This is an optimization exercise on Yosys and OpenROAD, whose aim is small area, a short achievable clock period and few clock cycles, not a production implementation.
No activity file was given, so power comes from the tool's default toggle rates.

Setup of JK:
==> flow/design.v <==
module crc16_serial (
    input  wire [15:0] crc,
    input  wire [7:0]  din,
    output wire [15:0] nxt
);
    wire [7:0] x0 = crc[15:8] ^ din;
    wire [7:0] x  = x0 ^ {4'h0, x0[7:4]};
    assign nxt = {crc[7:0], 8'h00} ^ {x[3:0], 12'h000} ^ {3'b000, x, 5'b00000} ^ {8'h00, x};
endmodule
module frame_encoder (
    input  wire       clk,
    input  wire       rst,
    input  wire       in_valid,
    input  wire [7:0] in_data,
    output wire       in_ready,
    output reg        tx_valid,
    output reg  [7:0] tx_data,
    output reg        tx_last,
    input  wire       tx_ready
);
    localparam [7:0] START = 8'h7E;
    localparam [7:0] ESC   = 8'h7D;
    localparam [2:0] E_START = 3'd0,
                     E_OP    = 3'd1,
                     E_LEN   = 3'd2,
                     E_PAY   = 3'd3,
                     E_CRCL  = 3'd4,
                     E_CRCH  = 3'd5;
    reg  [2:0]  state;
    reg  [7:0]  remain;      
    reg         pend;        
    reg         pb;          
    reg  [15:0] crc;
    wire [15:0] crc_nxt;
    crc16_serial u_crc (.crc(crc), .din(in_data), .nxt(crc_nxt));
    wire body_state = (state == E_OP) || (state == E_LEN) || (state == E_PAY);
    wire slot       = !tx_valid || tx_ready;
    assign in_ready = body_state && slot && !pend;
    wire   take     = in_valid && in_ready;
    wire res_in = (in_data[7:2]  == 6'b011111) && (in_data[1]  ^ in_data[0]);
    wire res_lo = (crc[7:2]      == 6'b011111) && (crc[1]      ^ crc[0]);
    wire res_hi = (crc[15:10]    == 6'b011111) && (crc[9]      ^ crc[8]);
    always @(posedge clk) begin
        if (state == E_START)
            crc <= 16'h0000;
        else if (take)
            crc <= crc_nxt;
    end
    always @(posedge clk) begin
        if (take) begin
            if (state == E_LEN) remain <= in_data;
            else                remain <= remain - 8'd1;
        end
    end
    always @(posedge clk) begin
        if (slot) begin
            if (pend)
                tx_data <= {6'b011111, !pb, pb};
            else case (state)
                E_START: tx_data <= START;
                E_CRCL:  tx_data <= res_lo ? ESC : crc[7:0];
                E_CRCH:  tx_data <= res_hi ? ESC : crc[15:8];
                default: tx_data <= res_in ? ESC : in_data;
            endcase
        end
    end
    always @(posedge clk) begin
        if (rst) begin
            state    <= E_START;
            pend     <= 1'b0;
            tx_valid <= 1'b0;
            tx_last  <= 1'b0;
        end else if (slot) begin
            tx_valid <= 1'b0;
            tx_last  <= 1'b0;
            if (pend) begin
                tx_valid <= 1'b1;
                tx_last  <= (state == E_START);   
                pend     <= 1'b0;
            end else begin
                case (state)
                E_START: if (in_valid) begin
                    tx_valid <= 1'b1;
                    state    <= E_OP;
                end
                E_OP, E_LEN, E_PAY: if (in_valid) begin
                    tx_valid <= 1'b1;
                    pend     <= res_in;
                    if (state == E_OP)
                        state <= E_LEN;
                    else if (state == E_LEN)
                        state <= (in_data == 8'd0) ? E_CRCL : E_PAY;
                    else if (remain == 8'd1)
                        state <= E_CRCL;
                end
                E_CRCL: begin
                    tx_valid <= 1'b1;
                    pend     <= res_lo;
                    state    <= E_CRCH;
                end
                E_CRCH: begin
                    tx_valid <= 1'b1;
                    tx_last  <= !res_hi;
                    pend     <= res_hi;
                    state    <= E_START;
                end
                default: state <= E_START;
                endcase
            end
        end
    end
    always @(posedge clk) begin
        if (slot && !pend) begin
            pb    <= (state == E_CRCL) ? crc[0] : (state == E_CRCH) ? crc[8] : in_data[0];
        end
    end
endmodule
module frame_decoder (
    input  wire       clk,
    input  wire       rst,
    input  wire       rx_valid,
    input  wire [7:0] rx_data,
    input  wire       rx_last,
    output wire       rx_ready,
    output reg        body_valid,
    output reg  [7:0] body_data,
    input  wire       body_ready,
    output reg        res_valid,
    output reg  [2:0] res_cause,
    input  wire       res_ready
);
    localparam [7:0] START = 8'h7E;
    localparam [7:0] ESC   = 8'h7D;
    localparam [2:0] C_OK     = 3'd0,
                     C_MARKER = 3'd1,
                     C_TRUNC  = 3'd2,
                     C_LENGTH = 3'd3,
                     C_CRC    = 3'd4;
    localparam [3:0] D_START = 4'd0,
                     D_OP    = 4'd1,
                     D_LEN   = 4'd2,
                     D_PAY   = 4'd3,
                     D_CRCL  = 4'd4,
                     D_CRCH  = 4'd5,
                     D_DONE  = 4'd6,
                     D_EMARK = 4'd7,
                     D_ECRC  = 4'd8,
                     D_ELEN  = 4'd9;
    reg  [3:0]  dph;
    reg         escf;
    reg  [7:0]  remain;      
    reg         lo_ok;       
    reg  [15:0] crc;
    wire [15:0] crc_nxt;
    crc16_serial u_crc (.crc(crc), .din(rx_data), .nxt(crc_nxt));
    assign rx_ready = (!body_valid || body_ready) && (!res_valid || res_ready);
    wire   take     = rx_valid && rx_ready;
    wire in_frame   = (dph == D_OP) || (dph == D_LEN) || (dph == D_PAY) ||
                      (dph == D_CRCL) || (dph == D_CRCH);
    wire body_ph    = (dph == D_OP) || (dph == D_LEN) || (dph == D_PAY);
    wire is_esc     = (rx_data == ESC);
    wire is_content = in_frame && (escf || !is_esc);
    wire is_body    = body_ph && (escf || !is_esc);
    wire hi_ok      = (crc[15:8] == rx_data);
    reg [3:0] dph_nxt;
    always @(*) begin
        dph_nxt = dph;
        case (dph)
        D_START: dph_nxt = (rx_data == START) ? D_OP : D_EMARK;
        D_OP:    if (is_content) dph_nxt = D_LEN;
        D_LEN:   if (is_content) dph_nxt = (rx_data == 8'd0) ? D_CRCL : D_PAY;
        D_PAY:   if (is_content && remain == 8'd1) dph_nxt = D_CRCL;
        D_CRCL:  if (is_content) dph_nxt = D_CRCH;
        D_CRCH:  if (is_content) dph_nxt = (lo_ok && hi_ok) ? D_DONE : D_ECRC;
        D_DONE:  dph_nxt = D_ELEN;
        default: ;
        endcase
    end
    reg [2:0] cause_nxt;
    always @(*) begin
        case (dph_nxt)
        D_DONE:  cause_nxt = C_OK;
        D_EMARK: cause_nxt = C_MARKER;
        D_ELEN:  cause_nxt = C_LENGTH;
        D_ECRC:  cause_nxt = C_CRC;
        default: cause_nxt = C_TRUNC;
        endcase
    end
    always @(posedge clk) begin
        if (dph == D_START)
            crc <= 16'h0000;
        else if (take && is_body)
            crc <= crc_nxt;
    end
    always @(posedge clk) begin
        if (take && is_content) begin
            if (dph == D_LEN) remain <= rx_data;
            else              remain <= remain - 8'd1;
            lo_ok <= (crc[7:0] == rx_data);
        end
    end
    always @(posedge clk) begin
        if (!body_valid || body_ready) body_data <= rx_data;
        if (take && rx_last) res_cause <= cause_nxt;
    end
    always @(posedge clk) begin
        if (rst) begin
            dph        <= D_START;
            escf       <= 1'b0;
            body_valid <= 1'b0;
            res_valid  <= 1'b0;
        end else begin
            if (body_ready) body_valid <= 1'b0;
            if (res_ready)  res_valid  <= 1'b0;
            if (take) begin
                escf <= in_frame && !escf && is_esc;
                if (is_body) body_valid <= 1'b1;
                if (rx_last) begin
                    res_valid <= 1'b1;
                    dph       <= D_START;
                end else begin
                    dph       <= dph_nxt;
                end
            end
        end
    end
endmodule
module frame_codec (
    input  wire       clk,
    input  wire       rst,
    input  wire       enc_valid,
    input  wire [7:0] enc_data,
    output wire       enc_ready,
    output wire       tx_valid,
    output wire [7:0] tx_data,
    output wire       tx_last,
    input  wire       tx_ready,
    input  wire       rx_valid,
    input  wire [7:0] rx_data,
    input  wire       rx_last,
    output wire       rx_ready,
    output wire       body_valid,
    output wire [7:0] body_data,
    input  wire       body_ready,
    output wire       res_valid,
    output wire [2:0] res_cause,
    input  wire       res_ready
);
    frame_encoder u_enc (
        .clk(clk), .rst(rst),
        .in_valid(enc_valid), .in_data(enc_data), .in_ready(enc_ready),
        .tx_valid(tx_valid), .tx_data(tx_data), .tx_last(tx_last),
        .tx_ready(tx_ready)
    );
    frame_decoder u_dec (
        .clk(clk), .rst(rst),
        .rx_valid(rx_valid), .rx_data(rx_data), .rx_last(rx_last),
        .rx_ready(rx_ready),
        .body_valid(body_valid), .body_data(body_data), .body_ready(body_ready),
        .res_valid(res_valid), .res_cause(res_cause), .res_ready(res_ready)
    );
endmodule
==> flow/config.mk <==
export PLATFORM = sky130hd
export DESIGN_NAME = frame_codec
export DESIGN_NICKNAME = frame_codec
export VERILOG_FILES = /design/flow/design.v
export SDC_FILE = /design/flow/constraint.sdc
export NUM_CORES = 4
export LEC_CHECK = 0
export ABC_AREA = 1
export ABC_CLOCK_PERIOD_IN_PS = 2000
export CAP_MARGIN = 20
export CORE_MARGIN = 2
export CORE_UTILIZATION = 40
export CTS_BUF_LIST = sky130_fd_sc_hd__clkbuf_8
export SETUP_SLACK_MARGIN = 1.6
export SLEW_MARGIN = 20
==> flow/constraint.sdc <==
create_clock -name core_clock -period 4.0 [get_ports {clk}]
set_input_delay 0.8000 -clock core_clock [delete_from_list [all_inputs] [get_ports {clk}]]
set_output_delay 0.8000 -clock core_clock [all_outputs]
set_load 0.01 [all_outputs]
run.sh (not shown) runs the stock make flow with config.mk's settings and CLKGATE_MAP_FILE= SYNTH_SCRIPT=/design/flow/synth_recipe.tcl, a recipe that flattens the netlist after the stock synthesis.
diff inputs: JK => MS
-- flow/design.v --
<<< JK, line 31
    reg         pend;        
    reg         pb;          
    reg  [15:0] crc;
    wire [15:0] crc_nxt;
>>> MS, line 31
    reg         pend;        
    reg         pb;          
    reg         plast;       
    reg  [15:0] crc;
    wire [15:0] crc_nxt;
<<< JK, line 76
            if (pend) begin
                tx_valid <= 1'b1;
                tx_last  <= (state == E_START);   
                pend     <= 1'b0;
            end else begin
>>> MS, line 77
            if (pend) begin
                tx_valid <= 1'b1;
                tx_last  <= plast;
                pend     <= 1'b0;
            end else begin
<<< JK, line 113
        if (slot && !pend) begin
            pb    <= (state == E_CRCL) ? crc[0] : (state == E_CRCH) ? crc[8] : in_data[0];
        end
    end
>>> MS, line 114
        if (slot && !pend) begin
            pb    <= (state == E_CRCL) ? crc[0] : (state == E_CRCH) ? crc[8] : in_data[0];
            plast <= (state == E_CRCH);
        end
    end
==> summary.txt <==
Against JK, MS reports a clock network fraction of total power that is higher.
In MS the sequential share of cell area turned out 0.65 points higher than in JK.
Across both runs, critical path depth was lower for MS than for JK.
Via count is higher on JK
In MS, the mapped cell area came out 0.94% below the value in JK.
From MS to JK, aggregate negative setup slack did not move at all.
MS gives less number of fill cells in the layout than JK did.
Function was not checked in any run of this note: the RTL went through the layout flow alone.

-- afterwards: timing with drivers on the ports --
Ports are ideal in the flow. The routed layouts listed here were re-timed in OpenROAD.
Step 1: set_driving_cell puts a clkbuf_16 on clk and a buf_2 on each other input, an assumption about the parent block.
Step 2 also shifts input and output timing later by t, the mid clock arrival at the registers, as if the neighbouring blocks saw the same clock.
Three values: ideal, step 1, step 2; two values: the first two.
run | t (ns) | setup slack, ns | worst register clock-pin slew, ns
JK | 0.392 | 1.660 / 1.640 / 1.407 | 0.09 / 0.09
MS | 0.393 | 1.660 / 1.637 / 1.373 | 0.09 / 0.09
After both steps setup and hold are still met in every run listed. The setup slack of MS, which loses most, moves by -0.023 ns with the drivers and by -0.287 ns with both steps.
